This design comes from an exercise in tuning for small area, a short achievable clock period and few clock cycles per item on the open sky130 flow, not from production work. Function was checked by simulation only, so behaviour that the tests miss may differ from the original. Power figures rest on the tool's default switching activity, not on a simulated workload.

==> flow/design.v (excerpt) <==
module mont_mul (
    input  wire         clk,
    input  wire         rst,
    input  wire         start,
    input  wire [1:0]   op,
    input  wire [259:0] a,
    input  wire [259:0] b,
    output wire         ready,
    output reg          done,
    output wire [259:0] result
);
Settings: LEC_CHECK=0, CAP_MARGIN=20, CORE_MARGIN=2, CORE_UTILIZATION=40, SETUP_SLACK_MARGIN=5, SLEW_MARGIN=20, TNS_END_PERCENT=10; clock period 9.0 ns.
standard.sh (not shown) runs the stock make flow with config.mk's settings and CLKGATE_MAP_FILE= SYNTH_SCRIPT=/design/flow/synth_recipe.tcl, a recipe that flattens the netlist after the stock synthesis.
==> flow/flow/run.sh <==
#!/bin/bash
# Own layout flow: the standard flow, with two changes between synthesis
# and floorplan:
#  1. flow/polarity.py removes the inverters that Yosys' full-adder extraction
#     leaves between full adders (each full adder is built in the polarity
#     that needs no inverter; the netlist's registers are not touched);
#  2. ports are buffered with buf_1 cells instead of the default delay cell.
# Each tool's output goes to a log file of its own in this folder.
set -euo pipefail
R=orfs/results/${FLOW_PLATFORM}/mont_mul/base
LIB=${FLOW_HOME}/platforms/${FLOW_PLATFORM}/lib/sky130_fd_sc_hd__tt_025C_1v80.lib

bash standard.sh synth > synth.log 2>&1
cp ${R}/1_2_yosys.v ${R}/1_2_yosys_std.v
python3 flow/polarity.py ${R}/1_2_yosys_std.v ${R}/1_2_yosys.v ${LIB} > polarity.log 2>&1
rm -f ${R}/1_synth.odb
BUFFER_PORTS_ARGS="-buffer_cell sky130_fd_sc_hd__buf_1" bash standard.sh finish > layout.log 2>&1
Other scripts of this flow, unchanged in this note and not shown: flow/flow/polarity.py
Testbench counts at the start, summed over its fixed seeds: cycles 38,420, items 384.
Change:
- CORE_UTILIZATION: 40 -> 55
- TNS_END_PERCENT: 10 -> default
Result:
- The new run ran to the end with no violations
- setup slack improved by 0.11 ns
- clock skew went down by 0.017 ns
- synthesized cell count stays the same
- final cell count went down by 6.9%
- non-clock buffer count went down by 3
Change:
- CORE_UTILIZATION: 55 -> 40
Effect:
- The new run went through all stages and came out clean
- worst hold slack hardly moves
- wire length went up by 7.1%
- die area went up by 37%
- global-route usage went down by 9.2 points
- setup slack gains 0.0098 ns
- maximum frequency barely changes
- design area went up by 1.5%
Change:
- ABC_AREA: default -> 1
Effect:
- The changed run went through all stages and came out clean
- via count increases by 4.8%
- synthesized cell count increases by about 15%
- routed wire length decreases by about 6%
Change:
- ABC_AREA: 1 -> default
- CTS_BUF_LIST: default -> sky130_fd_sc_hd__clkbuf_8
- CTS_CLUSTER_SIZE: default -> 30
Outcome: Setup slack is worse by 0.075 ns; routed wire length came out higher by 6.7%; non-clock buffer count goes up by 83; synthesized area falls by 1.5%; sequential share of layout area stays flat; count of clock-buffer cells in the layout increases by 49; via count shrinks by 3.6%.
Change:
--- a/flow/flow/run.sh
+++ b/flow/flow/run.sh
@@ -1,4 +1,4 @@
 #!/bin/bash
-# Own layout flow: the standard flow, with two changes between synthesis
-# and floorplan:
+# Own layout flow: the standard flow, with these changes
+# (1 and 2 between synthesis and floorplan):
 #  1. flow/polarity.py removes the inverters that Yosys' full-adder extraction
@@ -6,3 +6,4 @@
 #     that needs no inverter; the netlist's registers are not touched);
-#  2. ports are buffered with buf_1 cells instead of the default delay cell.
+#  2. ports are buffered with buf_1 cells instead of the default delay cell;
+#  3. timing repair aims at a setup slack of 6 ns (the period is unchanged).
 # Each tool's output goes to a log file of its own in this folder.
@@ -16,2 +17,2 @@
 rm -f ${R}/1_synth.odb
-BUFFER_PORTS_ARGS="-buffer_cell sky130_fd_sc_hd__buf_1" bash standard.sh finish > layout.log 2>&1
+bash standard.sh "BUFFER_PORTS_ARGS=-buffer_cell sky130_fd_sc_hd__buf_1" SETUP_SLACK_MARGIN=6 finish > layout.log 2>&1
- CTS_BUF_LIST: sky130_fd_sc_hd__clkbuf_8 -> default
- CTS_CLUSTER_SIZE: 30 -> default
What happened: The changed run ran to the end with no violations. Power increases by about a fifth. Count of clock-buffer cells in the layout shrinks by 53. First-iteration DRC count increases by about a fifth. Core utilization climbs by 6.2 points. Sequential power grows by a few percent. Non-clock buffer count came out higher by 544. Via count rises by a few percent. Setup slack gains 0.077 ns. Hold slack stays flat. Global-route usage grows by 2.4 points.

## afterwards: timing with drivers on the ports
The flow's constraints put no driver on any port. The routed layouts listed below were extracted and timed again, unchanged, in two steps.
Step 1 (the two cells are an assumption about what drives the block):
set clk [get_ports {clk}]
set_driving_cell -lib_cell sky130_fd_sc_hd__clkbuf_16 $clk
set_driving_cell -lib_cell sky130_fd_sc_hd__buf_2 [delete_from_list [all_inputs] $clk]
Step 2 also shifts input and output timing later by t, the mid clock arrival at the registers, as if the neighbouring blocks saw the same clock.
Slacks: ideal / step 1 / step 2; pairs: ideal / step 1.
| run | shift t [ns] | slack for setup (ns) | pins driven straight from the clock port |
|---|---|---|---|
| the first run | 0.901 | 4.879 / 4.879 / 4.879 | 1 |
| the second run | 0.871 | 4.993 / 4.954 / 4.993 | 1 |
| the third run | 0.897 | 5.003 / 5.003 / 5.003 | 1 |
| the fourth run | 0.901 | 5.069 / 5.014 / 5.069 | 1 |
| the fifth run | 1.103 | 4.994 / 4.980 / 4.994 | 1 |
| the sixth run | 0.913 | 5.071 / 5.071 / 5.071 | 1 |
After both steps every run listed still meets setup and hold.
